Source: an optimization exercise on an open RTL-to-GDS flow (aim: small area). Production flows keep margins and buffers that such runs may drop. Only simulation tests tie the RTL to the original design; equivalence was not proved. Power and IR drop assume default switching activity.

[flow/config.mk]
export PLATFORM = sky130hd
export DESIGN_NAME = arbotix_busctl
export DESIGN_NICKNAME = arbotix_busctl
export VERILOG_FILES = /design/flow/design.v
export SDC_FILE = /design/flow/constraint.sdc
export NUM_CORES = 4
export LEC_CHECK = 0
export CAP_MARGIN = 20
export CORE_MARGIN = 2
export CORE_UTILIZATION = 40
export SLEW_MARGIN = 20
[flow/constraint.sdc]
create_clock -name core_clock -period 10.0 [get_ports {clk}]
set_input_delay 2.0000 -clock core_clock [delete_from_list [all_inputs] [get_ports {clk}]]
set_output_delay 2.0000 -clock core_clock [all_outputs]
set_load 0.01 [all_outputs]
[flow/design.v]
module arbotix_uart_rx (
  input  wire        clk,
  input  wire        rst_n,
  input  wire [15:0] baud_gen,
  input  wire        rxd,
  output reg         byte_valid,
  output wire [7:0]  byte_data
);
  localparam [1:0] R_IDLE  = 2'd0;
  localparam [1:0] R_START = 2'd1;
  localparam [1:0] R_DATA  = 2'd3;
  localparam [1:0] R_STOP  = 2'd2;
  reg        rxd_s1, rxd_s2;
  reg [1:0]  state;
  reg [18:0] tmr;
  reg [8:0]  shreg;
  wire tz = (tmr == 19'd0);
  assign byte_data = shreg[8:1];
  always @(posedge clk) begin
    if (!rst_n) begin
      rxd_s1 <= 1'b1;
      rxd_s2 <= 1'b1;
    end else begin
      rxd_s1 <= rxd;
      rxd_s2 <= rxd_s1;
    end
  end
  always @(posedge clk) begin
    if (state == R_IDLE)
      tmr <= {1'b0, baud_gen, 2'b11};
    else if (tz)
      tmr <= {baud_gen, 3'b111};
    else
      tmr <= tmr - 19'd1;
  end
  always @(posedge clk) begin
    if (state == R_START)
      shreg <= 9'h100;
    else if (state == R_DATA && tz)
      shreg <= {rxd_s2, shreg[8:1]};
  end
  always @(posedge clk) begin
    if (!rst_n) begin
      state      <= R_IDLE;
      byte_valid <= 1'b0;
    end else begin
      byte_valid <= (state == R_STOP) && tz;
      case (state)
        R_IDLE:  if (!rxd_s2) state <= R_START;
        R_START: if (tz) state <= rxd_s2 ? R_IDLE : R_DATA;
        R_DATA:  if (tz && shreg[1]) state <= R_STOP;
        default: if (tz) state <= R_IDLE;
      endcase
    end
  end
endmodule
module arbotix_busctl (
  input  wire       clk,
  input  wire       rst_n,
  input  wire [8:0] h_addr,
  input  wire [7:0] h_wdata,
  input  wire       h_we,
  input  wire       h_re,
  output reg  [7:0] h_rdata,
  output wire       irq,
  output wire       txd,
  input  wire       rxd,
  output wire       tx_en,
  output wire       rx_en,
  output wire       seg_en
);
  localparam [7:0] C_SET_TX     = 8'h01;
  localparam [7:0] C_SET_TX_ALL = 8'h02;
  localparam [7:0] C_SET_RX     = 8'h03;
  localparam [7:0] C_SEND       = 8'h04;
  localparam [7:0] C_RECV       = 8'h05;
  localparam [7:0] C_INIT       = 8'h06;
  localparam [7:0] C_READ       = 8'h10;
  localparam [7:0] C_WRITE      = 8'h11;
  localparam [7:0] C_REG_WRITE  = 8'h12;
  localparam [7:0] C_ACTION     = 8'h13;
  localparam [7:0] C_PING       = 8'h14;
  localparam [7:0] C_DEV_RESET  = 8'h15;
  localparam [2:0] E_NONE    = 3'd0;
  localparam [2:0] E_BUSY    = 3'd1;
  localparam [2:0] E_BADCMD  = 3'd2;
  localparam [2:0] E_BADID   = 3'd3;
  localparam [2:0] E_BADW    = 3'd4;
  localparam [2:0] E_BADPC   = 3'd5;
  localparam [2:0] E_BADEXP  = 3'd6;
  localparam [2:0] E_NOTTX   = 3'd7;
  localparam [3:0] S_IDLE   = 4'd0;
  localparam [3:0] S_SETTX  = 4'd1;
  localparam [3:0] S_PUT    = 4'd2;
  localparam [3:0] S_RX1    = 4'd3;
  localparam [3:0] S_RX2    = 4'd4;
  localparam [3:0] S_RX3    = 4'd5;
  localparam [3:0] S_RSETUP = 4'd6;
  localparam [3:0] S_POLL   = 4'd7;
  localparam [3:0] S_CHECK  = 4'd8;
  localparam [3:0] S_INIT   = 4'd9;
  reg [7:0]  cmd_code;
  reg        st_done, st_result, st_cmd_err, st_ovf, st_le_valid;
  reg [1:0]  st_rx_cause;
  reg        ctrl_done_ie, ctrl_wr_reply;
  reg [2:0]  err_cause;
  reg [7:0]  op_id, op_addr, op_width, op_val_lo, op_val_hi;
  reg [7:0]  op_instr, op_pcount, op_explen;
  reg [15:0] rval;
  reg [7:0]  last_error;
  reg        line_tx_en, line_rx_en;
  reg        thr_full, tsr_busy;
  reg        seg_en_r;
  reg [5:0]  wr_idx;
  reg [7:0]  tx_idx;
  reg [5:0]  rx_bcount, rx_offset;
  reg [7:0]  baud_lo, baud_hi, settle_bits, timeout_lo, timeout_hi, poll_div;
  reg [7:0]  param     [0:31];
  reg [7:0]  frame     [1:31];     
  reg [2:0]  seg_table [0:254];
  reg [7:0]  cap_buf   [0:31];
  reg [15:0] baud_gen;
  reg [3:0]  seq;
  reg        l_settx_done;         
  reg        l_is_send;
  reg        l_rx3_done;           
  reg        l_is_read;
  reg        l_is_recv;
  reg        l_route;              
  reg        l_sge10;              
  reg [7:0]  l_id;
  reg [7:0]  l_op;                 
  reg [5:0]  l_np;                 
  reg [5:0]  l_ex;                 
  reg [15:0] l_t;                  
  reg [7:0]  l_param [0:31];       
  reg [5:0]  q;
  reg [7:0]  tx_cks;
  reg [18:0] ca;
  reg [7:0]  cb;
  reg [5:0]  bcount, ppos;
  reg [7:0]  rx_sum;
  reg [7:0]  thr;
  reg [8:0]  tsh;
  reg [3:0]  tx_bit;
  reg [18:0] tx_tmr;
  reg [7:0]  pbyte_r, lparam_q, param_h, frame_h;
  reg [31:0] bc_dec, wr_dec, pp_dec, q_dec, ha_dec;
  wire       rx_byte_valid;
  wire [7:0] rx_byte;
  wire [18:0] bit_period_m1 = {baud_gen, 3'b111};
  wire busy = (seq != S_IDLE);
  assign irq    = st_done & ctrl_done_ie;
  assign txd    = tsh[0];
  assign tx_en  = line_tx_en;
  assign rx_en  = line_rx_en;
  assign seg_en = seg_en_r;
  arbotix_uart_rx u_rx (
    .clk        (clk),
    .rst_n      (rst_n),
    .baud_gen   (baud_gen),
    .rxd        (rxd),
    .byte_valid (rx_byte_valid),
    .byte_data  (rx_byte)
  );
  wire [7:0] seg_idx = (h_re || h_addr[8]) ? h_addr[7:0] : op_id;
  reg  [15:0] seg_hi, seg_lo;
  reg  [2:0]  seg_val;
  integer i;
  always @(*) begin
    for (i = 0; i < 16; i = i + 1) begin
      seg_hi[i] = (seg_idx[7:4] == i);
      seg_lo[i] = (seg_idx[3:0] == i);
    end
    seg_val = 3'd0;
    for (i = 0; i < 255; i = i + 1)
      seg_val = seg_val | (seg_table[i] & {3{seg_hi[i / 16] && seg_lo[i % 16]}});
  end
  wire host_cmd_wr = h_we && (h_addr == 9'h000);
  wire [7:0] c = h_wdata;
  wire c_defined = (c >= C_SET_TX && c <= C_INIT) || (c >= C_READ && c <= C_DEV_RESET);
  wire c_uses_id = (c == C_SET_TX) || (c == C_SET_RX) || (c == C_SEND) ||
                   (c >= C_READ && c <= C_DEV_RESET);
  wire c_uses_w  = (c == C_READ) || (c == C_WRITE) || (c == C_REG_WRITE);
  wire c_send    = (c == C_SEND);
  wire c_read    = (c == C_READ);
  reg [2:0] v_cause;
  always @(*) begin
    if (!c_defined)                                  v_cause = E_BADCMD;
    else if (c_uses_id && op_id == 8'hFF)            v_cause = E_BADID;
    else if (c_uses_w && op_width != 8'd1 && op_width != 8'd2) v_cause = E_BADW;
    else if (c_send && op_pcount > 8'd32)            v_cause = E_BADPC;
    else if (c == C_RECV && op_explen > 8'd32)       v_cause = E_BADEXP;
    else if (c_send && !line_tx_en)                  v_cause = E_NOTTX;
    else                                             v_cause = E_NONE;
  end
  reg [3:0] first_step;
  always @(*) begin
    case (c)
      C_SET_RX: first_step = S_RX1;
      C_SEND:   first_step = S_PUT;
      C_RECV:   first_step = S_RSETUP;
      C_INIT:   first_step = S_INIT;
      default:  first_step = S_SETTX;
    endcase
  end
  wire accept = host_cmd_wr && !busy && (v_cause == E_NONE);
  reg [7:0] c_op;
  always @(*) begin
    case (c[2:0])
      3'd0:    c_op = 8'h02;     
      3'd1:    c_op = 8'h03;     
      3'd2:    c_op = 8'h04;     
      3'd3:    c_op = 8'h05;     
      3'd4:    c_op = 8'h01;     
      default: c_op = 8'h06;     
    endcase
  end
  wire c_write = (c == C_WRITE) || (c == C_REG_WRITE);
  wire [15:0] timeout = {timeout_hi, timeout_lo};
  wire last_put = (q == l_np);
  reg  [7:0] put_byte;
  always @(*) begin
    case (q)
      6'd59, 6'd60: put_byte = 8'hFF;
      6'd61:        put_byte = l_id;
      6'd62:        put_byte = {2'b00, l_np} + 8'd2;
      6'd63:        put_byte = l_op;
      default:      put_byte = last_put ? ~tx_cks : lparam_q;
    endcase
  end
  wire put_fire = (seq == S_PUT) && !thr_full;
  wire        have_byte = (wr_idx != ppos);
  wire [7:0]  pbyte     = pbyte_r;
  wire        discard   = ((bcount == 6'd0) && (pbyte != 8'hFF)) ||
                          ((bcount == 6'd2) && (pbyte == 8'hFF));
  wire        frame_end = (bcount == l_ex);
  wire        cb_zero   = (cb == 8'd0);
  wire        ca_hz     = (ca[18:1] == 18'd0);
  wire        ca_zero   = ca_hz && !ca[0];
  wire        ca_one    = ca_hz && ca[0];
  wire        poll_now  = (seq == S_POLL) && !frame_end && cb_zero;
  wire        accept_b  = poll_now && have_byte;
  wire        sum_ok    = (rx_sum == 8'hFF);
  wire [5:0]  cur_off   = ppos - bcount;
  wire capture = rx_byte_valid && line_rx_en && seg_en_r;
  always @(posedge clk) begin
    if (!rst_n) begin
      cmd_code      <= 8'h00;
      st_done       <= 1'b0;
      st_result     <= 1'b0;
      st_rx_cause   <= 2'b00;
      st_cmd_err    <= 1'b0;
      st_ovf        <= 1'b0;
      st_le_valid   <= 1'b0;
      err_cause     <= 3'd0;
      rval          <= 16'h0000;
      line_tx_en    <= 1'b0;
      line_rx_en    <= 1'b0;
      seg_en_r      <= 1'b0;
      wr_idx        <= 6'd0;
      tx_idx        <= 8'd0;
      rx_bcount     <= 6'd0;
      rx_offset     <= 6'd0;
      baud_gen      <= 16'h0000;
      seq           <= S_IDLE;
      thr_full      <= 1'b0;
    end else begin
      if (h_we) begin
        case (h_addr)
          9'h001: begin
            if (h_wdata[1]) st_done <= 1'b0;
            if (h_wdata[5]) begin st_cmd_err <= 1'b0; err_cause <= 3'd0; end
            if (h_wdata[6]) st_ovf <= 1'b0;
          end
          default: ;
        endcase
      end
      if (host_cmd_wr) begin
        if (busy) begin
          st_cmd_err <= 1'b1;
          err_cause  <= E_BUSY;
        end else begin
          cmd_code    <= c;
          st_done     <= 1'b0;
          st_result   <= 1'b0;
          st_rx_cause <= 2'b00;
          if (v_cause != E_NONE) begin
            st_cmd_err <= 1'b1;
            err_cause  <= v_cause;
            st_done    <= 1'b1;
            st_result  <= 1'b1;
          end else begin
            seq <= first_step;
          end
        end
      end
      if (capture) begin
        if (!wr_idx[5])
          wr_idx <= wr_idx + 6'd1;
        else
          st_ovf <= 1'b1;
      end
      if (thr_full && !tsr_busy)
        thr_full <= 1'b0;
      case (seq)
        S_SETTX: begin
          line_rx_en <= 1'b0;
          line_tx_en <= 1'b1;
          seg_en_r   <= l_route;
          wr_idx     <= 6'd0;
          tx_idx     <= 8'd0;
          if (l_settx_done) begin
            st_done     <= 1'b1;
            st_result   <= 1'b0;
            st_rx_cause <= 2'b00;
            seq         <= S_IDLE;
          end else begin
            seq <= S_PUT;
          end
        end
        S_PUT: begin
          if (!thr_full) begin
            thr_full <= 1'b1;
            tx_idx   <= tx_idx + 8'd1;
            if (last_put) begin
              if (l_is_send) begin
                st_done     <= 1'b1;
                st_result   <= 1'b0;
                st_rx_cause <= 2'b00;
                seq         <= S_IDLE;
              end else begin
                seq <= S_RX1;
              end
            end
          end
        end
        S_RX1: begin
          if (!thr_full)
            seq <= S_RX2;
        end
        S_RX2: begin
          if (cb_zero)
            seq <= S_RX3;
          else if (ca_zero && cb == 8'd1)
            seq <= S_RX3;
        end
        S_RX3: begin
          if (!l_sge10 || !tsr_busy) begin
            line_tx_en <= 1'b0;
            seg_en_r   <= l_route;
            wr_idx     <= 6'd0;
            tx_idx     <= 8'd0;
            line_rx_en <= 1'b1;
            if (l_rx3_done) begin
              st_done     <= 1'b1;
              st_result   <= 1'b0;
              st_rx_cause <= 2'b00;
              seq         <= S_IDLE;
            end else begin
              seq <= S_RSETUP;
            end
          end
        end
        S_RSETUP: begin
          seq <= S_POLL;
        end
        S_POLL: begin
          if (frame_end) begin
            seq <= S_CHECK;
          end else if (cb_zero) begin
            if (!have_byte && ca_one) begin
              rx_bcount   <= bcount;
              rx_offset   <= cur_off;
              if (l_is_read) rval <= 16'hFFFF;
              st_done     <= 1'b1;
              st_result   <= 1'b1;
              st_rx_cause <= 2'b01;
              seq         <= S_IDLE;
            end
          end
        end
        S_CHECK: begin
          rx_bcount <= bcount;
          rx_offset <= cur_off;
          st_done   <= 1'b1;
          seq       <= S_IDLE;
          if (sum_ok) begin
            st_result   <= 1'b0;
            st_rx_cause <= 2'b00;
            if (!l_is_recv)
              st_le_valid <= 1'b1;
            if (l_is_read)
              rval <= l_ex[3] ? {frame[6], frame[5]} : {8'h00, frame[5]};
          end else begin
            st_result   <= 1'b1;
            st_rx_cause <= 2'b10;
            if (l_is_read) rval <= 16'hFFFF;
          end
        end
        S_INIT: begin
          if (!thr_full && !tsr_busy) begin
            baud_gen    <= l_t;
            line_tx_en  <= 1'b0;
            line_rx_en  <= 1'b1;
            seg_en_r    <= 1'b1;
            wr_idx      <= 6'd0;
            tx_idx      <= 8'd0;
            st_done     <= 1'b1;
            st_result   <= 1'b0;
            st_rx_cause <= 2'b00;
            seq         <= S_IDLE;
          end
        end
        default: ;
      endcase
    end
  end
  wire h_lo = h_we && (h_addr[8:5] == 4'd0);
  wire [7:0] wd_rst0 = rst_n ? h_wdata : 8'h00;
  always @(posedge clk) begin
    if (!rst_n || (h_lo && h_addr[4:0] == 5'h02)) begin
      ctrl_done_ie  <= wd_rst0[0];
      ctrl_wr_reply <= wd_rst0[1];
    end
    if (!rst_n || (h_lo && h_addr[4:0] == 5'h04)) op_id     <= wd_rst0;
    if (!rst_n || (h_lo && h_addr[4:0] == 5'h05)) op_addr   <= wd_rst0;
    if (!rst_n || (h_lo && h_addr[4:0] == 5'h06)) op_width  <= wd_rst0;
    if (!rst_n || (h_lo && h_addr[4:0] == 5'h07)) op_val_lo <= wd_rst0;
    if (!rst_n || (h_lo && h_addr[4:0] == 5'h08)) op_val_hi <= wd_rst0;
    if (!rst_n || (h_lo && h_addr[4:0] == 5'h09)) op_instr  <= wd_rst0;
    if (!rst_n || (h_lo && h_addr[4:0] == 5'h0A)) op_pcount <= wd_rst0;
    if (!rst_n || (h_lo && h_addr[4:0] == 5'h0B)) op_explen <= wd_rst0;
    if (!rst_n || (h_lo && h_addr[4:0] == 5'h18)) baud_lo   <= wd_rst0;
    if (!rst_n || (h_lo && h_addr[4:0] == 5'h19)) baud_hi   <= wd_rst0;
    if (!rst_n || (h_lo && h_addr[4:0] == 5'h1A)) settle_bits <= rst_n ? h_wdata : 8'd20;
    if (!rst_n || (h_lo && h_addr[4:0] == 5'h1B)) timeout_lo  <= rst_n ? h_wdata : 8'hE8;
    if (!rst_n || (h_lo && h_addr[4:0] == 5'h1C)) timeout_hi  <= rst_n ? h_wdata : 8'h03;
    if (!rst_n || (h_lo && h_addr[4:0] == 5'h1D)) poll_div    <= rst_n ? h_wdata : 8'd15;
  end
  always @(posedge clk) begin
    if (seq == S_CHECK && sum_ok && !l_is_recv)
      last_error <= frame[4];
  end
  always @(posedge clk) begin
    if (accept) begin
      l_settx_done <= (c == C_SET_TX) || (c == C_SET_TX_ALL);
      l_is_send    <= c_send;
      l_rx3_done   <= (c == C_SET_RX) ||
                      (((c == C_WRITE) || (c == C_REG_WRITE) || (c == C_ACTION) ||
                        (c == C_DEV_RESET)) && !ctrl_wr_reply);
      l_is_read    <= c_read;
      l_is_recv    <= (c == C_RECV);
      l_route      <= (c == C_SET_TX_ALL) || (seg_val == 3'd0);
      l_sge10      <= (settle_bits >= 8'd10);
      l_id         <= op_id;
      l_op         <= c_send ? op_instr : c_op;
      l_np         <= c_send ? op_pcount[5:0] :
                      c_read ? 6'd2 :
                      c_write ? {5'd1, op_width[1]} : 6'd0;
      l_ex         <= (c == C_RECV) ? op_explen[5:0] :
                      c_read ? (op_width[1] ? 6'd8 : 6'd7) : 6'd6;
      l_t          <= (c == C_INIT) ? {baud_hi, baud_lo} :
                      (timeout == 16'd0) ? 16'd1 : timeout;
      l_param[0]   <= c_send ? param[0] : op_addr;
      l_param[1]   <= c_send ? param[1] : (c_read ? op_width : op_val_lo);
      l_param[2]   <= c_send ? param[2] : op_val_hi;
      for (i = 3; i < 32; i = i + 1)
        l_param[i] <= param[i];
    end
  end
  always @(posedge clk) begin
    if (accept) begin
      q      <= 6'd59;
      tx_cks <= 8'h02;             
    end else if (put_fire) begin
      q      <= q + 6'd1;
      tx_cks <= tx_cks + put_byte;
    end
  end
  always @(posedge clk) begin
    if (seq == S_RSETUP || (poll_now && have_byte))
      ca <= {3'd0, l_t};
    else if (seq == S_RX1 || (seq == S_RX2 && ca_zero))
      ca <= bit_period_m1;
    else if (seq == S_RX2 || poll_now)
      ca <= ca - 19'd1;
  end
  always @(posedge clk) begin
    if (accept)
      cb <= settle_bits;
    else if (seq == S_RSETUP || poll_now)
      cb <= poll_div;
    else if ((seq == S_RX2 && ca_zero) || (seq == S_POLL && !frame_end))
      cb <= cb - 8'd1;
  end
  always @(posedge clk) begin
    if (seq == S_RSETUP) begin
      bcount <= 6'd0;
      ppos   <= 6'd0;
      rx_sum <= 8'd0;
    end else if (accept_b) begin
      ppos <= ppos + 6'd1;
      if (!discard) begin
        bcount <= bcount + 6'd1;
        if (bcount[5:1] != 5'd0)
          rx_sum <= rx_sum + pbyte;
      end
    end
  end
  always @(*) begin
    for (i = 0; i < 32; i = i + 1) begin
      bc_dec[i] = (bcount[4:0] == i);
      wr_dec[i] = (wr_idx[4:0] == i);
      pp_dec[i] = (ppos[4:0] == i);
      q_dec[i]  = (q[4:0] == i);
      ha_dec[i] = (h_addr[4:0] == i);
    end
  end
  always @(posedge clk) begin
    for (i = 1; i < 32; i = i + 1)
      if (accept_b && bc_dec[i])
        frame[i] <= pbyte;
  end
  always @(posedge clk) begin
    for (i = 0; i < 32; i = i + 1)
      if (capture && !wr_idx[5] && wr_dec[i])
        cap_buf[i] <= rx_byte;
  end
  wire [7:0] wd0 = rst_n ? h_wdata : 8'h00;
  wire wr_param = h_we && (h_addr[8:5] == 4'b0010);
  wire wr_seg   = h_we && h_addr[8];
  always @(posedge clk) begin
    for (i = 0; i < 32; i = i + 1)
      if (!rst_n || (wr_param && ha_dec[i]))
        param[i] <= wd0;
  end
  always @(posedge clk) begin
    for (i = 0; i < 255; i = i + 1)
      if (!rst_n || (wr_seg && seg_hi[i / 16] && seg_lo[i % 16]))
        seg_table[i] <= wd0[2:0];
  end
  always @(*) begin
    pbyte_r  = 8'h00;
    lparam_q = 8'h00;
    param_h  = 8'h00;
    frame_h  = {8{ha_dec[0]}};
    for (i = 0; i < 32; i = i + 1) begin
      pbyte_r  = pbyte_r  | (cap_buf[i] & {8{pp_dec[i]}});
      lparam_q = lparam_q | (l_param[i] & {8{q_dec[i]}});
      param_h  = param_h  | (param[i]   & {8{ha_dec[i]}});
    end
    for (i = 1; i < 32; i = i + 1)
      frame_h  = frame_h  | (frame[i]   & {8{ha_dec[i]}});
  end
  always @(posedge clk) begin
    if (put_fire)
      thr <= put_byte;
  end
  wire tx_tick = tsr_busy && (tx_tmr == 19'd0);
  always @(posedge clk) begin
    if (!tsr_busy || tx_tick)
      tx_tmr <= bit_period_m1;
    else
      tx_tmr <= tx_tmr - 19'd1;
  end
  always @(posedge clk) begin
    if (!tsr_busy)
      tx_bit <= 4'd0;
    else if (tx_tick)
      tx_bit <= tx_bit + 4'd1;
  end
  always @(posedge clk) begin
    if (!rst_n) begin
      tsr_busy <= 1'b0;
      tsh[0]   <= 1'b1;
    end else if (!tsr_busy) begin
      if (thr_full) begin
        tsr_busy <= 1'b1;
        tsh      <= {thr, 1'b0};    
      end
    end else if (tx_tick) begin
      tsh <= {1'b1, tsh[8:1]};
      if (tx_bit == 4'd9)
        tsr_busy <= 1'b0;           
    end
  end
  reg [7:0] rd;
  always @(*) begin
    rd = 8'h00;
    if (h_addr[8]) begin
      rd = {5'd0, seg_val};
    end else if (h_addr[7:5] == 3'b011) begin
      rd = frame_h;
    end else if (h_addr[7:5] == 3'b010) begin
      rd = param_h;
    end else begin
      case (h_addr[7:0])
        8'h00: rd = cmd_code;
        8'h01: rd = {st_le_valid, st_ovf, st_cmd_err, st_rx_cause, st_result, st_done, busy};
        8'h02: rd = {6'd0, ctrl_wr_reply, ctrl_done_ie};
        8'h03: rd = {5'd0, err_cause};
        8'h04: rd = op_id;
        8'h05: rd = op_addr;
        8'h06: rd = op_width;
        8'h07: rd = op_val_lo;
        8'h08: rd = op_val_hi;
        8'h09: rd = op_instr;
        8'h0A: rd = op_pcount;
        8'h0B: rd = op_explen;
        8'h0C: rd = rval[7:0];
        8'h0D: rd = rval[15:8];
        8'h0E: rd = last_error;
        8'h0F: rd = {4'd0, tsr_busy, thr_full, line_rx_en, line_tx_en};
        8'h10: rd = {7'd0, seg_en_r};
        8'h11: rd = {2'd0, wr_idx};
        8'h12: rd = tx_idx;
        8'h13: rd = {2'd0, rx_bcount};
        8'h14: rd = {2'd0, rx_offset};
        8'h15: rd = 8'd32;
        8'h16: rd = 8'd1;
        8'h18: rd = baud_lo;
        8'h19: rd = baud_hi;
        8'h1A: rd = settle_bits;
        8'h1B: rd = timeout_lo;
        8'h1C: rd = timeout_hi;
        8'h1D: rd = poll_div;
        default: rd = 8'h00;
      endcase
    end
  end
  always @(posedge clk) begin
    if (h_re)
      h_rdata <= rd;
  end
endmodule
[flow/run.sh]
#!/bin/bash
# synth_recipe.tcl (not shown) runs the flow's synth.tcl, then flattens the netlist and writes it again
# the make line also repeats each setting of config.mk as NAME=value (left out here)
make -C /OpenROAD-flow-scripts/flow DESIGN_CONFIG=/design/flow/config.mk WORK_HOME=/design/flow/orfs CLKGATE_MAP_FILE= SYNTH_SCRIPT=/design/flow/synth_recipe.tcl finish
==> key figures, run 1 <==
STA
  – Fmax: 0.1498 GHz
  – Fin crit share: 66.75%
  – Tightest Pin Transition: 1.272 ns
  – Layout Skew: 0.07743 ns
  – Max Transition Viols Final: 0
  – Max_slew headroom: 14.27%
  – Hold violation total from the final report: 0
  – Min cycle time layout: 6.675 ns
  – Hold WS: 0.3979 ns
  – Final Worst Setup Slack: 3.325 ns
  – RSZ-0062 raised after global routing: false
  – Setup TNS: 0 ns
  – Final setup viols: 0

Route
  – WL met2: 162800 um
  – Total Wirelength: 372700 um
  – 1st-iter DRT viols: 12060
  – Antenna Nets Post-Route: 0
  – Vias per cell: 6.690
  – Metal-1 WL: 135100 um
  – Drt wl/cell: 39.19 um
  – Vias post-DR: 63620
  – DR WL met3: 46590 um
  – Top sig layer: met5
  – Drt first pass iters: 12
  – DRC viols: 0

Power
  – Net load switching power: 5.235 mW
  – Sequential power share: 51.4%
  – Internal power: 15.60 mW
  – Worst VDD drop: 0.1803 mV
  – Clock network power share: 41.0%
  – PwrDens: 205.5 mW/mm^2
  – Gate power share: 7.6%
  – Static Leak: 32.32 nW
  – Switching share of power: 25.13%
  – Tot Pwr: 20.83 mW

CTS
  – Root Driver: clkbuf_16
  – Max Root-Sink Buffers: 3
  – H-Tree Depth: 4
  – Clk Latency, worst-skew pair: 0.91 ns
  – # resized after CTS: 0
  – CTS tree: built
  – CTS clk-pin slew, worst paths: 0.07 ns
  – Number of clock sinks: 2180
  – Post-CTS Hold Buffers: 0
  – Clock buffer count from CTS: 223
  – Setup Buffers After CTS: 0

Global route
  – Largest net degree at the start of global routing: 198
  – Global-route wire length before repair: 504100 um
  – Residual overflow from global routing: 0
  – Total Routing Usage GR: 32.41%
  – Vias in the first global route: 59790
  – Antenna violations before repair: 14

Die
  – Row Count: 172
  – Initial Utilization: 40.32%
  – Die ar.: 0.2257 mm^2
  – Die X: 475.1 um
  – I/O pin count: 35
  – Area of the core: 0.2202 mm^2
  – Die extent in y: 475.1 um

Setup path
  – Worst setup EP type: register
  – Worst setup path class: in -> reg
  – CP Data Required Time: 10.61 ns
  – Crit path cell chain: clkdlybuf4s50_1, buf_4, nor2_4, buf_4, mux2_2, buf_4, a22oi_1, a21oi_1, nor4_1, or4b_1, nor4_1, nand4_1, mux2_2
  – Most used cell, CP: buf_4
  – CP max FO: 37
  – Worst path arrival time: 7.28 ns
  – R2R Setup Slk: 4.00 ns
  – Startpoint types: input port
  – R2r startpoint: q[4]
  – Max incr delay on CP: 0.64 ns
  – Reg2reg end: tx_cks[7]
  – Worst r2r path cells: 19
  – Critical path's slowest cell: nor4_1

Logic synthesis
  – Post-synth ARST share: 0%
  – Avg Cell Area, Syn: 14.13 um^2
  – Distinct cells, synth: 91
  – EDFF count, synth: 2002
  – Synth Net Count: 6362
  – Synth Warn #: 7
  – Cell area after synthesis: 0.08876 mm^2
  – Sequential-to-total area share from yosys stat: 71.74%
  – Main synth FF type: edfxtp_1
  – FF+latch count, synth: 2180
  – Post-Synthesis Cells: 6281

Layout
  – Final Util: 46.04%
  – Most common cell after layout, fill and taps aside: edfxtp_1
  – Final instance area: 0.1014 mm^2
  – Area Overhead vs Synth: 14.18%
  – Commonest non-fill, non-tap cells in the layout: 2002 x edfxtp_1, 483 x a22oi_1, 408 x o21ai_0
  – Fraction of layout cells with a size suffix above 1: 12.48%
  – Filler Cell Count: 19210
  – Final #Nets: 6430
  – Non-Filler Instances: 9511

Min path
  – Hold EP: u_rx.tmr[0]
  – Worst hold start: u_rx.tmr[0]
  – Hold Path Cell Cnt: 1
  – HP Class: reg -> reg

Place
  – Placed Cells: 9078
  – Dpl hpwl: 246600 um
  – Placement Setup Slack: 2.659 ns
  – IO buf count: 34
  – Placed cell area: 0.09382 mm^2
  – Gpl congestion: 1.003

Run
  – Max Cap Viol: 0

Run status
  – Status: finished clean
[power by group through the flow]
| stage | sequential, mW | combinational [mW] | clock [mW] |
|---|---|---|---|
| after CTS | 10.7 | 1.52 | 8.56 |
| final | 10.7 | 1.58 | 8.55 |
| after global placement | 10.9 | 1.48 | 0 |
| after global routing | 10.7 | 1.62 | 8.92 |
| after floorplan | 10.7 | 0.805 | 0 |
| after detailed placement | 10.9 | 1.51 | 0 |
[worst max-delay path: cells and delay by family]
family / cells / cell delay, ns
AO/OA/AOI/OAI: 2 / 0.41
buffers and inverters: 4 / 1.52
multiplexers: 2 / 0.82
AND/OR/NAND/NOR: 5 / 2.47
[sequential cells by signal, summed over array words and instances (netlist names), 9 cells and up]
register and flops:
rval 16, l_t 16, tx_tmr 19, l_param 256, ca 19, frame 248, seg_table 765, cap_buf 256
tsh 9, param 256, u_rx.tmr 19, baud_gen 16
[cell families (layout without fill, tap and decap cells)]
| kind of cell | Yosys count | after routing | synth area share (%) |
|---|---|---|---|
| DFF | 2180 | 2180 | 71.74 |
| adders and majority gates | 59 | 59 | 0.8571 |
| other | 0 | 5 | 0 |
| and+or+nand+nor | 1494 | 1494 | 8.524 |
| AOI/OAI and AO/OA | 1788 | 1788 | 13.86 |
| muxes | 136 | 136 | 1.680 |
| buffers and inverters | 515 | 782 | 2.264 |
| xor gates and xnor gates | 109 | 109 | 1.076 |
[cells in the mapped netlist (79+ instances only)]
cell type | n | share of area, %
o22ai_1 | 87 | 0.61
nor3_1 | 108 | 0.61
edfxtp_1 | 2002 | 68
a21oi_1 | 208 | 1.2
a22o_1 | 105 | 1.0
clkbuf_1 | 365 | 1.5
o21ai_0 | 433 | 2.4
nand4_1 | 96 | 0.68
nand2_1 | 365 | 1.5
nand3_1 | 187 | 1.1
dfxtp_1 | 178 | 4.0
a221oi_1 | 79 | 0.78
nor2_1 | 323 | 1.4
a22oi_1 | 483 | 4.1
[worst max-delay path by stage]
stage / start / endpoint / slack, ns / cells past startpoint
detailed placement: h_re / h_rdata[2] / 2.66 / 13
global route: h_addr[3] / h_rdata[0] / 3.33 / 11
finish: h_re / h_rdata[0] / 3.33 / 13
CTS: h_re / h_rdata[2] / 3.55 / 13
floorplan: h_addr[1] / l_ex[0] / 1.64 / 9
global placement: h_re / h_rdata[0] / 2.70 / 13
[area by class of cell]
| type | count | area [um^2] | area share, % |
|---|---|---|---|
| flip-flops and latches | 2180 | 63690 | 62.84 |
| multi-input cells | 3586 | 23930 | 23.61 |
| clock buffers | 301 | 6035 | 5.954 |
| well taps | 2958 | 3701 | 3.652 |
| repair buffers | 287 | 2316 | 2.285 |
| clock inverters | 123 | 1396 | 1.378 |
| inverters | 71 | 274.0 | 0.2704 |
| diodes | 5 | 12.51 | 0.01235 |
[metal layers]
| metal | track usage (%) | vias up |
|---|---|---|
| li1 | - | 25300 |
| met3 | 8.873 | 1100 |
| met2 | 48.38 | 5075 |
| met4 | 19.96 | 6 |
| met1 | 41.92 | 32150 |
| met5 | 0 | - |
==> run 2, diff against run 1 <==
--- a/flow/design.v
+++ b/flow/design.v
@@ -134,18 +134,17 @@
   reg [5:0]  l_ex;                 
   reg [15:0] l_t;                  
   reg [7:0]  l_param [0:31];       
-  reg [5:0]  q;
-  reg [7:0]  tx_cks;
+  reg [5:0]  pc;
+  reg [7:0]  acc;
   reg [18:0] ca;
   reg [7:0]  cb;
-  reg [5:0]  bcount, ppos;
-  reg [7:0]  rx_sum;
+  reg [5:0]  ppos;
   reg [7:0]  thr;
   reg [8:0]  tsh;
   reg [3:0]  tx_bit;
   reg [18:0] tx_tmr;
   reg [7:0]  pbyte_r, lparam_q, param_h, frame_h;
-  reg [31:0] bc_dec, wr_dec, pp_dec, q_dec, ha_dec;
+  reg [31:0] pc_dec, wr_dec, ha_dec;
   wire       rx_byte_valid;
   wire [7:0] rx_byte;
   wire [18:0] bit_period_m1 = {baud_gen, 3'b111};
@@ -218,31 +217,31 @@
   end
   wire c_write = (c == C_WRITE) || (c == C_REG_WRITE);
   wire [15:0] timeout = {timeout_hi, timeout_lo};
-  wire last_put = (q == l_np);
+  wire last_put = (pc == l_np);
   reg  [7:0] put_byte;
   always @(*) begin
-    case (q)
+    case (pc)
       6'd59, 6'd60: put_byte = 8'hFF;
       6'd61:        put_byte = l_id;
       6'd62:        put_byte = {2'b00, l_np} + 8'd2;
       6'd63:        put_byte = l_op;
-      default:      put_byte = last_put ? ~tx_cks : lparam_q;
+      default:      put_byte = last_put ? ~acc : lparam_q;
     endcase
   end
   wire put_fire = (seq == S_PUT) && !thr_full;
   wire        have_byte = (wr_idx != ppos);
   wire [7:0]  pbyte     = pbyte_r;
-  wire        discard   = ((bcount == 6'd0) && (pbyte != 8'hFF)) ||
-                          ((bcount == 6'd2) && (pbyte == 8'hFF));
-  wire        frame_end = (bcount == l_ex);
+  wire        discard   = ((pc == 6'd0) && (pbyte != 8'hFF)) ||
+                          ((pc == 6'd2) && (pbyte == 8'hFF));
+  wire        frame_end = (pc == l_ex);
   wire        cb_zero   = (cb == 8'd0);
   wire        ca_hz     = (ca[18:1] == 18'd0);
   wire        ca_zero   = ca_hz && !ca[0];
   wire        ca_one    = ca_hz && ca[0];
   wire        poll_now  = (seq == S_POLL) && !frame_end && cb_zero;
   wire        accept_b  = poll_now && have_byte;
-  wire        sum_ok    = (rx_sum == 8'hFF);
-  wire [5:0]  cur_off   = ppos - bcount;
+  wire        sum_ok    = (acc == 8'hFF);
+  wire [5:0]  cur_off   = ppos - pc;
   wire capture = rx_byte_valid && line_rx_en && seg_en_r;
   always @(posedge clk) begin
     if (!rst_n) begin
@@ -370,7 +369,7 @@
             seq <= S_CHECK;
           end else if (cb_zero) begin
             if (!have_byte && ca_one) begin
-              rx_bcount   <= bcount;
+              rx_bcount   <= pc;
               rx_offset   <= cur_off;
               if (l_is_read) rval <= 16'hFFFF;
               st_done     <= 1'b1;
@@ -381,7 +380,7 @@
           end
         end
         S_CHECK: begin
-          rx_bcount <= bcount;
+          rx_bcount <= pc;
           rx_offset <= cur_off;
           st_done   <= 1'b1;
           seq       <= S_IDLE;
@@ -471,11 +470,15 @@
   end
   always @(posedge clk) begin
     if (accept) begin
-      q      <= 6'd59;
-      tx_cks <= 8'h02;             
-    end else if (put_fire) begin
-      q      <= q + 6'd1;
-      tx_cks <= tx_cks + put_byte;
+      pc  <= 6'd59;
+      acc <= 8'h02;                
+    end else if (seq == S_RSETUP) begin
+      pc  <= 6'd0;
+      acc <= 8'd0;
+    end else if (put_fire || (accept_b && !discard)) begin
+      pc  <= pc + 6'd1;
+      if (put_fire || pc[5:1] != 5'd0)
+        acc <= acc + (put_fire ? put_byte : pbyte);
     end
   end
   always @(posedge clk) begin
@@ -495,31 +498,21 @@
       cb <= cb - 8'd1;
   end
   always @(posedge clk) begin
-    if (seq == S_RSETUP) begin
-      bcount <= 6'd0;
-      ppos   <= 6'd0;
-      rx_sum <= 8'd0;
-    end else if (accept_b) begin
+    if (seq == S_RSETUP)
+      ppos <= 6'd0;
+    else if (accept_b)
       ppos <= ppos + 6'd1;
-      if (!discard) begin
-        bcount <= bcount + 6'd1;
-        if (bcount[5:1] != 5'd0)
-          rx_sum <= rx_sum + pbyte;
-      end
-    end
   end
   always @(*) begin
     for (i = 0; i < 32; i = i + 1) begin
-      bc_dec[i] = (bcount[4:0] == i);
+      pc_dec[i] = (pc[4:0] == i);
       wr_dec[i] = (wr_idx[4:0] == i);
-      pp_dec[i] = (ppos[4:0] == i);
-      q_dec[i]  = (q[4:0] == i);
       ha_dec[i] = (h_addr[4:0] == i);
     end
   end
   always @(posedge clk) begin
     for (i = 1; i < 32; i = i + 1)
-      if (accept_b && bc_dec[i])
+      if (accept_b && pc_dec[i])
         frame[i] <= pbyte;
   end
   always @(posedge clk) begin
@@ -541,13 +534,11 @@
         seg_table[i] <= wd0[2:0];
   end
   always @(*) begin
-    pbyte_r  = 8'h00;
-    lparam_q = 8'h00;
+    pbyte_r  = cap_buf[ppos[4:0]];
+    lparam_q = l_param[pc[4:0]];
     param_h  = 8'h00;
     frame_h  = {8{ha_dec[0]}};
     for (i = 0; i < 32; i = i + 1) begin
-      pbyte_r  = pbyte_r  | (cap_buf[i] & {8{pp_dec[i]}});
-      lparam_q = lparam_q | (l_param[i] & {8{q_dec[i]}});
       param_h  = param_h  | (param[i]   & {8{ha_dec[i]}});
     end
     for (i = 1; i < 32; i = i + 1)
@@ -630,7 +621,6 @@
     end
   end
   always @(posedge clk) begin
-    if (h_re)
-      h_rdata <= rd;
+    h_rdata <= rd;
   end
 endmodule
==> flow/flow/run.sh (new file) <==
#!/bin/bash
# Standard ORFS layout; clock tree synthesis uses larger sink clusters and
# adds no dummy loads. Each tool's output goes to standard.log.
set -o pipefail
export CTS_ARGS="-sink_clustering_enable -repair_clock_nets -dont_use_dummy_load -buf_list sky130_fd_sc_hd__clkbuf_16 -sink_clustering_size 25 -sink_clustering_max_diameter 100"
bash standard.sh > standard.log 2>&1
==> flow/standard.sh (new file) <==
#!/bin/bash
# synth_recipe.tcl (not shown) runs the flow's synth.tcl, then flattens the netlist and writes it again
# the make line also repeats each setting of config.mk as NAME=value (left out here)
make -C /OpenROAD-flow-scripts/flow DESIGN_CONFIG=/design/flow/config.mk WORK_HOME=/design/flow/orfs CLKGATE_MAP_FILE= SYNTH_SCRIPT=/design/flow/synth_recipe.tcl "${@:-finish}"
removed: flow/run.sh
==> run 2 against run 1 <==
Flip-flop and latch count decreased by 14. Via count decreased by 0.33%. Utilization decreased by 2.2 points. Largest cell class unchanged. Sequential power about the same. Synthesized area decreased by 1.1%.
==> key figures, run 2 <==
Setup path
  – End of the critical path: acc[7]
  – Worst r2r path cells: 20 (+1)
  – CP max FO: 15 (-59%)
  – Startpoint types: register
  – R2r startpoint: pc[1]
  – Worst path arrival time: 7.49 ns (+0.21 ns)
  – Reg2reg end: acc[7]
  – Crit. Startpoint: pc[1]
  – CP Data Required Time: 10.68 ns (+0.07 ns)
  – R2R Setup Slk: 3.19 ns (-0.81 ns)
  – Worst setup path class: reg -> reg
  – Worst setup EP type: register

Die
  – Area of the core: 0.2176 mm^2 (-1.2%)
  – Initial Utilization: 40.36% (about the same)
  – Die ar.: 0.2233 mm^2 (-1.1%)
  – I/O pin count: 35 (unchanged)
  – Die X: 472.5 um (-0.53%)
  – Die extent in y: 472.5 um (-0.53%)
  – Row Count: 171 (-0.58%)

STA
  – Final setup viols: 0 (unchanged)
  – Fin crit share: 68.08% (+1.3 points)
  – Max_slew headroom: 15.68% (+1.4 points)
  – Min cycle time layout: 6.808 ns (+0.1331 ns)
  – Setup TNS: 0 ns (unchanged)
  – Layout Skew: 0.09556 ns (+0.01813 ns)
  – Tightest Pin Transition: 1.260 ns (-0.01226 ns)
  – Max Transition Viols Final: 0 (unchanged)
  – RSZ-0062 raised after global routing: false
  – Hold violation total from the final report: 0 (unchanged)
  – Fmax: 0.1469 GHz (-2.0%)

Route
  – DRC viols: 0 (unchanged)
  – Drt wl/cell: 41.07 um (+4.8%)
  – Antenna Nets Post-Route: 0 (unchanged)
  – Vias per cell: 6.993 (+4.5%)
  – 1st-iter DRT viols: 13810 (+15%)
  – Drt first pass iters: 7 (-5)
  – Vias post-DR: 63420 (-0.33%)
  – Total Wirelength: 372400 um (about the same)

Place
  – Dpl hpwl: 251800 um (+2.1%)
  – Placed Cells: 8945 (-1.5%)
  – IO buf count: 34 (unchanged)
  – Gpl congestion: 1.085 (+8.1%)

Layout
  – Area Overhead vs Synth: 8.717%
  – Filler Cell Count: 19200 (-0.057%)
  – Max reg flops: 765 (unchanged)
  – Most common cell after layout, fill and taps aside: edfxtp_1
  – Non-Filler Instances: 9068 (-4.7%)
  – Multi-input gate area: 0.02332 mm^2 (-2.5%)
  – FF/Latch Area: 0.06333 mm^2 (-0.56%)
  – Commonest non-fill, non-tap cells in the layout: 1994 x edfxtp_1, 405 x o21ai_0, 403 x a22oi_1
  – Final Util: 43.87% (-2.2 points)
  – Final #Nets: 6268 (-2.5%)
  – Most flop-heavy register: seg_table
  – Fraction of layout cells with a size suffix above 1: 9.519% (-3.0 points)

Power
  – Switching share of power: 26.90% (+1.8 points)
  – Gate power share: 11.3% (+3.7 points)
  – Static Leak: 30.23 nW (-6.5%)
  – Internal power: 12.66 mW (-19%)
  – Worst VDD drop: 0.1279 mV (-29%)
  – Sequential power share: 61.8% (+10 points)
  – Clock network power share: 26.9% (-14 points)
  – Net load switching power: 4.660 mW (-11%)
  – PwrDens: 181.5 mW/mm^2 (-12%)

CTS
  – CTS tree: built
  – # resized after CTS: 0 (unchanged)
  – H-Tree Depth: 3 (-1)
  – Clock buffer count from CTS: 103 (-54%)
  – Max Root-Sink Buffers: 3 (unchanged)
  – Clk Latency, worst-skew pair: 0.82 ns (-0.09 ns)
  – Root Driver: clkbuf_16
  – Setup Buffers After CTS: 0 (unchanged)
  – Number of clock sinks: 2166 (-0.64%)
  – CTS clk-pin slew, worst paths: 0.10 ns (+0.03 ns)
  – Post-CTS Hold Buffers: 0 (unchanged)

Global route
  – Antenna violations before repair: 44 (+30)
  – Total Routing Usage GR: 32.37% (-0.036 points)
  – Residual overflow from global routing: 0 (unchanged)
  – Vias in the first global route: 57540 (-3.8%)
  – Largest net degree at the start of global routing: 168 (-15%)
  – Global-route wire length before repair: 498500 um (-1.1%)

Logic synthesis
  – Synth top area cells: edfxtp_1 68%, dfxtp_1 3.9%, a22oi_1 3.4%
  – Synth Net Count: 6269 (-1.5%)
  – Cell area after synthesis: 0.08781 mm^2 (-1.1%)
  – Post-synth top area share: 68.19% (+0.46 points)
  – Post-synth ARST share: 0% (unchanged)
  – FF+latch count, synth: 2166 (-0.64%)
  – Most common cell in the netlist: edfxtp_1
  – EDFF count, synth: 1994 (-0.40%)
  – Top cells by count, synth: 1994 x edfxtp_1, 426 x o21ai_0, 403 x a22oi_1, 371 x nand2_1, 330 x nor2_1
  – Avg Cell Area, Syn: 14.16 um^2 (+0.21%)
  – Sequential-to-total area share from yosys stat: 72.11% (+0.37 points)
  – Distinct cells, synth: 91 (unchanged)
  – Post-Synthesis Cells: 6201 (-1.3%)
  – Main synth FF type: edfxtp_1
  – Synth Warn #: 7 (unchanged)
  – Yosys top cell by area: edfxtp_1

Run status
  – Status: finished clean

Min path
  – HP Class: reg -> reg

Run
  – Max Cap Viol: 0 (unchanged)
run 2: cell types whose count changed after synthesis, sizes merged, moves of 22 or more:
cell / change
o22ai: +26
mux2i: +31
mux2: -22
a22oi: -80
a221oi: +40
a22o: +23
clkbuf: -44
a31oi: -24
nand3: +71
run 2: area by class of cell:
class / instances / share of cell area (%)
Antenna cell: 16 / 0.04194
Sequential cell: 2166 / 66.34
Multi-Input combinational cell: 3575 / 24.43
Tap cell: 2854 / 3.740
Timing Repair Buffer: 302 / 2.540
Clock buffer: 103 / 2.700
Inverter: 52 / 0.2123
run 2: kinds of logic (layout without fill, tap and decap cells):
| family | after synthesis | count (layout) | share of synthesized area, % |
|---|---|---|---|
| flip-flops | 2166 | 2166 | 72.11 |
| adder cells (fa/ha/maj) | 46 | 46 | 0.6725 |
| XOR/XNOR | 94 | 94 | 0.9376 |
| AND/OR/NAND/NOR | 1587 | 1587 | 9.085 |
| other | 0 | 16 | 0 |
| AO/OA/AOI/OAI | 1704 | 1704 | 13.41 |
| buffers and inverters | 460 | 457 | 2.046 |
| multiplexers | 144 | 144 | 1.735 |
run 2: routing by layer:
layer	up-vias	track usage (%)	share of wire (%)	wire length, um
met5	-	0	0.039	145
met4	22	16.97	6.8	25280
met3	1173	10.51	15	55630
met2	5738	46.43	42	154800
met1	31880	43.70	37	136500
li1	24600	-	-	-
run 2: worst max-delay path, stage by stage (launching register included):
cell and delay [ns]:
dfxtp_1 0.83, inv_1 0.37, ha_1 0.60, nand2_1 0.38, nor3_1 0.24, buf_4 0.31, a21oi_1 0.18, nand4_1 0.10
nor4_1 0.99, nand2_1 0.30, o211ai_1 0.17, o21ai_0 0.14, a221o_1 0.38, mux2_2 0.28, ha_1 0.32, a21oi_1 0.24
o21bai_1 0.10, a21oi_1 0.19, xnor2_1 0.11, or3_1 0.31, a21oi_1 0.15
run 2: per-stage QoR:
stage          hold WS [ns]  instance area, um^2  worst slack [ns]  total power [mW]
6_report             0.4192                95470             3.192             17.32
5_1_grt              0.4491                95440             3.044             17.63
4_1_cts              0.4214                95370             3.414             17.19
3_5_place_dp         0.4027                92790             3.062             12.71
3_3_place_gp         0.3809                92740             3.098             12.70
2_1_floorplan        0.3711                87820             1.359             11.60
run 2: worst min path at each step:
stage	start	to	slack, ns	depth (start not counted)
after floorplan	tx_tmr[0]	tx_tmr[0]	0.37	1
after global placement	tx_tmr[0]	tx_tmr[0]	0.38	1
after detailed placement	tx_tmr[0]	tx_tmr[0]	0.40	1
after CTS	tx_tmr[0]	tx_tmr[0]	0.42	1
after global routing	tx_tmr[0]	tx_tmr[0]	0.45	1
final	tx_tmr[0]	tx_tmr[0]	0.42	1
run 2: power by group through the flow:
| stage | sequential, mW | combinational, mW | clock (mW) |
|---|---|---|---|
| 3_3_place_gp | 10.9 | 1.82 | 0 |
| 5_1_grt | 10.7 | 1.99 | 4.94 |
| 4_1_cts | 10.7 | 1.85 | 4.67 |
| 6_report | 10.7 | 1.96 | 4.66 |
| 2_1_floorplan | 10.6 | 0.952 | 0 |
| 3_5_place_dp | 10.9 | 1.85 | 0 |
==> run 3, diff against run 2 <==
==> flow/flow/run.sh (replaced) <==
#!/bin/bash
# Standard ORFS layout; clock tree synthesis uses larger sink clusters and
# adds no dummy loads; port buffers use buf_2. Each tool's output goes to
# standard.log.
set -o pipefail
export CTS_ARGS="-sink_clustering_enable -repair_clock_nets -dont_use_dummy_load -buf_list sky130_fd_sc_hd__clkbuf_16 -sink_clustering_size 25 -sink_clustering_max_diameter 100"
export BUFFER_PORTS_ARGS="-buffer_cell sky130_fd_sc_hd__buf_2"
bash standard.sh > standard.log 2>&1
--- a/flow/config.mk
+++ b/flow/config.mk
@@ -7,5 +7,5 @@
 export LEC_CHECK = 0
 export CAP_MARGIN = 20
 export CORE_MARGIN = 2
-export CORE_UTILIZATION = 40
+export CORE_UTILIZATION = 50
 export SLEW_MARGIN = 20
==> run 3 against run 2 <==
Critical path depth decreased by 9. Die area decreased by 20%. Cell count decreased by 5.9%. Register-to-register slack gained 0.43 ns. Via count grew 0.33%. Utilization grew 10 points. Count of clock-buffer cells in the layout is 5 lower. Flip-flop and latch count unchanged. Non-clock buffer count fell by 6. Synthesized area unchanged. First-iteration DRC count decreased by 0.87%. Critical endpoint is now l_route. Highest routed layer unchanged.
==> key figures, run 3 <==
Die
  – Die X: 423.1 um (-10%)
  – Die extent in y: 423.1 um (-10%)
  – Area of the core: 0.1742 mm^2 (-20%)
  – Initial Utilization: 50.41% (+10 points)
  – I/O pin count: 35 (unchanged)
  – Die ar.: 0.1790 mm^2 (-20%)
  – Row Count: 153 (-11%)

Power
  – Net load switching power: 4.570 mW (-1.9%)
  – Static Leak: 30.16 nW (-0.23%)
  – Internal power: 12.57 mW (-0.71%)
  – Worst VDD drop: 0.1532 mV (+20%)
  – Sequential power share: 62.2% (+0.4 points)
  – Switching share of power: 26.65% (-0.24 points)
  – Gate power share: 11.2% (about the same)
  – PwrDens: 181.4 mW/mm^2 (about the same)
  – Clock network power share: 26.6% (-0.3 points)

Route
  – Drt first pass iters: 7 (unchanged)
  – DRC viols: 0 (unchanged)
  – Vias per cell: 7.456 (+6.6%)
  – 1st-iter DRT viols: 13690 (-0.87%)
  – Antenna Nets Post-Route: 0 (unchanged)
  – Vias post-DR: 63620 (+0.33%)
  – Drt wl/cell: 43.99 um (+7.1%)
  – Total Wirelength: 375400 um (+0.79%)

CTS
  – Number of clock sinks: 2166 (unchanged)
  – Clk Latency, worst-skew pair: 0.82 ns (about the same)
  – CTS clk-pin slew, worst paths: 0.11 ns (about the same)
  – Root Driver: clkbuf_16
  – CTS tree: built
  – Max Root-Sink Buffers: 3 (unchanged)
  – # resized after CTS: 0 (unchanged)
  – H-Tree Depth: 3 (unchanged)
  – Post-CTS Hold Buffers: 0 (unchanged)
  – Setup Buffers After CTS: 0 (unchanged)
  – Clock buffer count from CTS: 98 (-4.9%)

Setup path
  – Worst setup EP type: register
  – Worst setup path class: in -> reg
  – R2R Setup Slk: 3.62 ns (+0.43 ns)
  – CP Data Required Time: 10.62 ns (-0.06 ns)
  – Worst path arrival time: 7.04 ns (-0.45 ns)
  – CP max FO: 32 (+17)
  – R2r startpoint: pc[1]
  – Worst r2r path cells: 22 (+10%)
  – Reg2reg end: acc[7]
  – Startpoint types: input port

STA
  – Fin crit share: 64.23% (-3.8 points)
  – RSZ-0062 raised after global routing: false
  – Max Transition Viols Final: 0 (unchanged)
  – Fmax: 0.1557 GHz (+6.0%)
  – Max_slew headroom: 15.20% (-0.47 points)
  – Hold violation total from the final report: 0 (unchanged)
  – Setup TNS: 0 ns (unchanged)
  – Min cycle time layout: 6.423 ns (-0.3848 ns)
  – Tightest Pin Transition: 1.272 ns (+0.01176 ns)
  – Final setup viols: 0 (unchanged)
  – Final Worst Setup Slack: 3.577 ns (+0.3848 ns)
  – Layout Skew: 0.07013 ns (-0.02543 ns)

Logic synthesis
  – FF+latch count, synth: 2166 (unchanged)
  – Avg Cell Area, Syn: 14.16 um^2 (unchanged)
  – Synth Warn #: 7 (unchanged)
  – Post-Synth Adder-Cell Area: 0.6725% (unchanged)
  – Post-Synthesis Cells: 6201 (unchanged)
  – Post-synth ARST share: 0% (unchanged)
  – Largest family of logic cells by synthesized area: compound AO/OA/AOI/OAI gates
  – Yosys top cell by area: edfxtp_1
  – Synth Area in Simple Gates: 9.085% (unchanged)
  – Main synth FF type: edfxtp_1
  – Distinct cells, synth: 91 (unchanged)
  – Synth Area in XOR/XNOR: 0.9376% (unchanged)
  – Most common cell in the netlist: edfxtp_1
  – Sequential-to-total area share from yosys stat: 72.11% (unchanged)
  – EDFF count, synth: 1994 (unchanged)
  – Synth Net Count: 6269 (unchanged)
  – Top cells by count, synth: 1994 x edfxtp_1, 426 x o21ai_0, 403 x a22oi_1, 371 x nand2_1, 330 x nor2_1
  – Synth Area in Compound Gates: 13.41% (unchanged)
  – Post-synth top area share: 68.19% (unchanged)
  – Cell area after synthesis: 0.08781 mm^2 (unchanged)
  – Multiplexer area fraction after synthesis: 1.735% (unchanged)
  – Synth top area cells: edfxtp_1 68%, dfxtp_1 3.9%, a22oi_1 3.4%

Global route
  – Largest net degree at the start of global routing: 195 (+16%)
  – Residual overflow from global routing: 0 (unchanged)
  – Antenna violations before repair: 35 (-20%)
  – Vias in the first global route: 58500 (+1.7%)
  – Total Routing Usage GR: 41.18% (+8.8 points)
  – Global-route wire length before repair: 504900 um (+1.3%)

Layout
  – Area Overhead vs Synth: 7.654%
  – Most flop-heavy register: seg_table
  – Max reg flops: 765 (unchanged)
  – Final #Nets: 6257 (-0.18%)
  – Most common cell after layout, fill and taps aside: edfxtp_1
  – Final Util: 54.27% (+10 points)
  – Non-Filler Instances: 8533 (-5.9%)
  – Commonest non-fill, non-tap cells in the layout: 1994 x edfxtp_1, 408 x o21ai_0, 403 x a22oi_1
  – Fraction of layout cells with a size suffix above 1: 9.989% (+0.47 points)

Place
  – Placement Setup Slack: 3.082 ns (+0.01976 ns)
  – Dpl hpwl: 253500 um (+0.68%)
  – Placed Cells: 8411 (-6.0%)
  – Gpl congestion: 1.053 (-2.9%)
  – IO buf count: 34 (unchanged)

Min path
  – Hold Path Cell Cnt: 1 (unchanged)
  – HP Class: reg -> reg
  – Hold EP: tx_tmr[0]
  – Worst hold start: tx_tmr[0]

Run
  – Max Cap Viol: 0 (unchanged)

Run status
  – Status: finished clean
run 3: cell counts after synthesis:
Identical to the previous run, type by type.
run 3: area by class of cell:
cell class                      count  area [um^2]
Timing Repair Buffer              296         2212
Tap cell                         2325         2909
Multi-Input combinational cell   3575        23370
Clock buffer                       98         2452
Sequential cell                  2166        63330
Inverter                           52        202.7
Antenna cell                       21        52.55
Fill cell                       14180        79670
run 3: cell families after synthesis:
family,Yosys count
compound gates,1704
xor+xnor,94
fa+ha+maj,46
buf+inv,460
flops,2166
mux,144
simple gates,1587
run 3: worst max-delay path by stage:
stage | from | to | slack [ns] | depth (start not counted)
after detailed placement | h_addr[4] | l_param[21][3] | 3.08 | 12
after floorplan | h_addr[4] | cb[4] | 1.36 | 11
after global placement | h_addr[8] | l_route | 3.16 | 11
final | h_addr[8] | l_route | 3.58 | 11
after global routing | pc[1] | acc[7] | 3.39 | 24
after CTS | pc[1] | acc[7] | 3.77 | 24
run 3: worst max-delay path, stage by stage:
cell     delay (ns)
buf_2          0.55
or2_1          0.55
o21ai_0        0.30
nand2_1        0.68
nor2_1         0.20
a32oi_1        0.21
nand3_1        0.22
nor4_1         1.05
nand4_1        0.27
or4_1          0.68
o31ai_2        0.28
run 3: power groups by stage:
stage | clock, mW | sequential, mW | combinational (mW)
detailed placement | 0 | 10.8 | 1.82
global route | 4.82 | 10.7 | 1.94
CTS | 4.55 | 10.6 | 1.83
floorplan | 0 | 10.6 | 0.952
global placement | 0 | 10.8 | 1.81
finish | 4.56 | 10.7 | 1.91
run 3: per-layer routing:
| metal | track usage [%] | vias to the layer above | part of all wire (%) |
|---|---|---|---|
| met5 | 0 | - | 0.033 |
| met4 | 30.37 | 16 | 9.8 |
| met3 | 10.49 | 1478 | 13 |
| met2 | 60.54 | 5784 | 43 |
| met1 | 52.95 | 31730 | 34 |
| li1 | - | 24620 | - |
run 3: metrics by stage:
| step | cell area, um^2 | power (mW) | hold slack (ns) |
|---|---|---|---|
| finish | 94530 | 17.14 | 0.4138 |
| CTS | 94400 | 17.01 | 0.4151 |
| detailed placement | 91950 | 12.66 | 0.3924 |
| floorplan | 87820 | 11.60 | 0.3711 |
| global placement | 91880 | 12.66 | 0.3787 |
| global route | 94510 | 17.44 | 0.4301 |
==> run 4, diff against run 3 <==
--- a/flow/design.v
+++ b/flow/design.v
@@ -237,7 +237,6 @@
   wire        cb_zero   = (cb == 8'd0);
   wire        ca_hz     = (ca[18:1] == 18'd0);
   wire        ca_zero   = ca_hz && !ca[0];
-  wire        ca_one    = ca_hz && ca[0];
   wire        poll_now  = (seq == S_POLL) && !frame_end && cb_zero;
   wire        accept_b  = poll_now && have_byte;
   wire        sum_ok    = (acc == 8'hFF);
@@ -368,7 +367,7 @@
           if (frame_end) begin
             seq <= S_CHECK;
           end else if (cb_zero) begin
-            if (!have_byte && ca_one) begin
+            if (!have_byte && ca_hz) begin
               rx_bcount   <= pc;
               rx_offset   <= cur_off;
               if (l_is_read) rval <= 16'hFFFF;
@@ -459,8 +458,7 @@
                       c_write ? {5'd1, op_width[1]} : 6'd0;
       l_ex         <= (c == C_RECV) ? op_explen[5:0] :
                       c_read ? (op_width[1] ? 6'd8 : 6'd7) : 6'd6;
-      l_t          <= (c == C_INIT) ? {baud_hi, baud_lo} :
-                      (timeout == 16'd0) ? 16'd1 : timeout;
+      l_t          <= (c == C_INIT) ? {baud_hi, baud_lo} : timeout;
       l_param[0]   <= c_send ? param[0] : op_addr;
       l_param[1]   <= c_send ? param[1] : (c_read ? op_width : op_val_lo);
       l_param[2]   <= c_send ? param[2] : op_val_hi;
==> flow/flow/run.sh (replaced) <==
#!/bin/bash
# Standard ORFS layout; clock tree synthesis uses larger sink clusters and
# adds no dummy loads. Each tool's output goes to standard.log.
set -o pipefail
export CTS_ARGS="-sink_clustering_enable -repair_clock_nets -dont_use_dummy_load -buf_list sky130_fd_sc_hd__clkbuf_16 -sink_clustering_size 22 -sink_clustering_max_diameter 90"
bash standard.sh > standard.log 2>&1
--- a/flow/config.mk
+++ b/flow/config.mk
@@ -7,5 +7,6 @@
 export LEC_CHECK = 0
 export CAP_MARGIN = 20
 export CORE_MARGIN = 2
-export CORE_UTILIZATION = 50
+export CORE_UTILIZATION = 40
+export GPL_TIMING_DRIVEN = 0
 export SLEW_MARGIN = 20
==> run 4 against run 3 <==
Still clean. Sequential power hardly changed. Critical path depth is 3 higher. Count of clock-buffer cells in the layout is 34 higher. Hold slack worse by 0.0057 ns.
==> key figures, run 4 <==
Min path
  – HP Class: reg -> reg
  – Hold EP: tx_tmr[0]
  – Hold Path Cell Cnt: 1 (unchanged)
  – Worst hold start: tx_tmr[0]

CTS
  – H-Tree Depth: 4 (+1)
  – CTS tree: built
  – # resized after CTS: 0 (unchanged)
  – CTS clk-pin slew, worst paths: 0.09 ns (-0.02 ns)
  – Max Root-Sink Buffers: 3 (unchanged)
  – Clk Latency, worst-skew pair: 0.86 ns (+0.04 ns)
  – Post-CTS Hold Buffers: 0 (unchanged)
  – Setup Buffers After CTS: 0 (unchanged)
  – Clock buffer count from CTS: 132 (+35%)
  – Number of clock sinks: 2166 (unchanged)
  – Root Driver: clkbuf_16

Route
  – Total Wirelength: 475100 um (+27%)
  – Drt wl/cell: 49.67 um (+13%)
  – 1st-iter DRT viols: 14860 (+8.5%)
  – Drt first pass iters: 10 (+3)
  – Vias post-DR: 68050 (+7.0%)
  – Antenna Nets Post-Route: 0 (unchanged)
  – DRC viols: 0 (unchanged)
  – Vias per cell: 7.114 (-4.6%)

Layout
  – Final #Nets: 6647 (+6.2%)
  – Most flop-heavy register: seg_table
  – Area Overhead vs Synth: 12.10%
  – Commonest non-fill, non-tap cells in the layout: 1994 x edfxtp_1, 409 x a22oi_1, 402 x nand2_1
  – Most common cell after layout, fill and taps aside: edfxtp_1
  – Final instance area: 0.09910 mm^2 (+4.8%)
  – Fraction of layout cells with a size suffix above 1: 10.67% (+0.68 points)
  – Max reg flops: 765 (unchanged)

Place
  – IO buf count: 30 (-12%)
  – Dpl hpwl: 354900 um (+40%)
  – Placed cell area: 0.09567 mm^2 (+4.0%)
  – Gpl congestion: 1.056 (+0.33%)

Logic synthesis
  – EDFF count, synth: 1994 (unchanged)
  – Top cells by count, synth: 1994 x edfxtp_1, 437 x o21ai_0, 410 x a22oi_1, 402 x nand2_1, 346 x clkbuf_1
  – Synth top area cells: edfxtp_1 68%, dfxtp_1 3.9%, a22oi_1 3.5%
  – Yosys top cell by area: edfxtp_1
  – Distinct cells, synth: 94 (+3.3%)
  – Post-Synthesis Cells: 6252 (+0.82%)
  – Main synth FF type: edfxtp_1
  – Most common cell in the netlist: edfxtp_1
  – Avg Cell Area, Syn: 14.14 um^2 (-0.15%)
  – Synth Net Count: 6320 (+0.81%)
  – Synth Warn #: 7 (unchanged)
  – Cell area after synthesis: 0.08840 mm^2 (+0.67%)
  – FF+latch count, synth: 2166 (unchanged)
  – Post-synth top area share: 67.74% (-0.45 points)
  – Post-synth ARST share: 0% (unchanged)
  – Sequential-to-total area share from yosys stat: 71.63% (-0.48 points)

Setup path
  – Max incr delay on CP: 0.78 ns (-0.27 ns)
  – Worst setup path class: in -> reg
  – Critical path's slowest cell: nand4_1
  – Startpoint types: input port
  – CP max FO: 10 (-69%)
  – Worst r2r path cells: 24 (+9.1%)
  – CP Data Required Time: 10.57 ns (-0.05 ns)
  – Buffers and inverters on the worst path: 5 (+4)
  – R2R Setup Slk: 1.24 ns (-2.38 ns)
  – Reg2reg end: acc[7]
  – Worst setup EP type: register
  – R2r startpoint: pc[1]
  – Worst path arrival time: 9.83 ns (+2.79 ns)
  – CP delay by family, top: simple AND/OR/NAND/NOR gates
  – Crit path cell chain: clkdlybuf4s50_1, nor2_1, buf_2, mux2i_1, clkbuf_2, clkbuf_2, clkbuf_2, nand3_1, nand4_1, nor4_1, nand4_1, nor3_1, nand4_1, o22ai_1

Die
  – Die ar.: 0.2248 mm^2 (+26%)
  – I/O pin count: 35 (unchanged)
  – Die extent in y: 474.1 um (+12%)
  – Row Count: 172 (+12%)
  – Initial Utilization: 40.23% (-10 points)
  – Die X: 474.1 um (+12%)
  – Area of the core: 0.2197 mm^2 (+26%)

Power
  – Switching share of power: 25.68% (-0.97 points)
  – Sequential power share: 60.7% (-1.5 points)
  – Clock network power share: 31.1% (+4.5 points)
  – Worst VDD drop: 0.2038 mV (+33%)
  – Net load switching power: 4.465 mW (-2.3%)
  – PwrDens: 175.4 mW/mm^2 (-3.3%)
  – Gate power share: 8.2% (-3.0 points)
  – Internal power: 12.92 mW (+2.7%)
  – Static Leak: 32.02 nW (+6.2%)

Global route
  – Vias in the first global route: 60380 (+3.2%)
  – Total Routing Usage GR: 41.34% (+0.16 points)
  – Largest net degree at the start of global routing: 93 (-52%)
  – Antenna violations before repair: 74 (+110%)
  – Residual overflow from global routing: 0 (unchanged)
  – Global-route wire length before repair: 606700 um (+20%)

Run
  – Max Cap Viol: 0 (unchanged)

STA
  – Setup TNS: 0 ns (unchanged)
  – Fin crit share: 92.59% (+28 points)
  – Final setup viols: 0 (unchanged)
  – RSZ-0062 raised after global routing: false
  – Max Transition Viols Final: 0 (unchanged)
  – Min cycle time layout: 9.259 ns (+2.836 ns)
  – Fmax: 0.1080 GHz (-31%)
  – Hold violation total from the final report: 0 (unchanged)
  – Max_slew headroom: 6.843% (-8.4 points)
  – Tightest Pin Transition: 1.397 ns (+0.1254 ns)
  – Layout Skew: 0.09108 ns (+0.02095 ns)

Run status
  – Status: finished clean
run 4: through the flow:
stage	cells	total power, mW	setup slack [ns]	utilization (%)	hold WS, ns
2_1_floorplan	6252	11.08	1.558	-	0.3711
3_3_place_gp	9240	11.99	-4.718	42.05	0.3838
3_5_place_dp	9400	12.04	0.5981	43.54	0.3920
4_1_cts	9532	17.22	1.438	45.04	0.4151
5_1_grt	9538	17.59	1.132	45.07	0.4302
6_report	9565	17.38	0.7411	45.10	0.4081
run 4: per-layer routing:
metal	wire, um	global-route usage (%)
met4	20550	14.58
met2	187100	55.01
met1	191500	58.91
met5	256	0
met3	75620	18.54
run 4: worst register-to-register path: cells and delay by family, from the launching register on:
family	cells	cell delay, ns
mux	2	0.51
simple gates	8	1.37
compound gates	7	2.69
buf+inv	4	2.52
flops	1	0.64
fa+ha+maj	3	0.90
run 4: cells by family after synthesis:
family          after synthesis  share of synthesized area, %
compound gates             1720                         13.47
xor+xnor                     96                        0.9511
fa+ha+maj                    46                        0.6681
buf+inv                     493                         2.194
flops                      2166                         71.63
mux                         160                         1.941
simple gates               1571                         9.146
run 4: final cells by class:
class	count	area (um^2)
clock buffer	132	3303
multi-input combinational	3593	23920
tap	2958	3701
timing repair buffer	193	2685
antenna	30	75.07
fill	19610	120600
inverter	53	198.9
sequential	2166	63330
buffer	440	1879
run 4: worst max-delay path by stage:
stage                          start                end  slack [ns]  depth (start not counted)
after global routing           pc[2]             acc[7]        1.13                         24
after CTS                  h_addr[3]            l_route        1.44                         14
after detailed placement   h_addr[8]            l_route        0.60                         14
final                      h_addr[8]            l_route        0.74                         14
after floorplan            h_addr[7]              cb[6]        1.56                         11
after global placement    h_wdata[0]  seg_table[142][0]       -4.72                          3
run 4: power by group through the flow:
stage | clock network [mW] | registers (mW) | logic (mW)
floorplan | 0 | 10.6 | 0.499
global placement | 0 | 10.8 | 1.22
detailed placement | 0 | 10.7 | 1.32
CTS | 5.37 | 10.5 | 1.33
global route | 5.64 | 10.6 | 1.39
finish | 5.41 | 10.5 | 1.43

-- port drivers added, routing unchanged --
How much do the figures lean on ideal ports? The routed layouts below were timed once more, with nothing changed but the port constraints.
Step 1: set_driving_cell puts a clkbuf_16 on clk and a buf_2 on each other input, an assumption about the parent block.
Step 2 adds t to the input delays and takes it off the output delays; t is the mean of the earliest and latest rising clock arrival at the registers after step 1. Input paths then give back, and output paths get back, about the clock's delay inside the block.
a / b / c = ideal ports / drivers / drivers and shift; a / b = the first two.
run | shift t [ns] | setup WS [ns] | hold WS [ns]
run 1 | 0.957 | 3.325 / 3.389 / 2.433 | 0.398 / 0.398 / 0.398
run 2 | 0.861 | 3.192 / 3.192 / 2.409 | 0.419 / 0.419 / 0.419
run 3 | 0.865 | 3.577 / 3.556 / 2.690 | 0.414 / 0.414 / 0.414
run 4 | 0.899 | 0.741 / 0.803 / -0.097 | 0.408 / 0.408 / 0.408
With both steps, setup timing fails in run 4, where it was met with ideal ports. The setup slack of run 1, which loses most, moves by +0.064 ns with the drivers and by -0.892 ns with both steps.
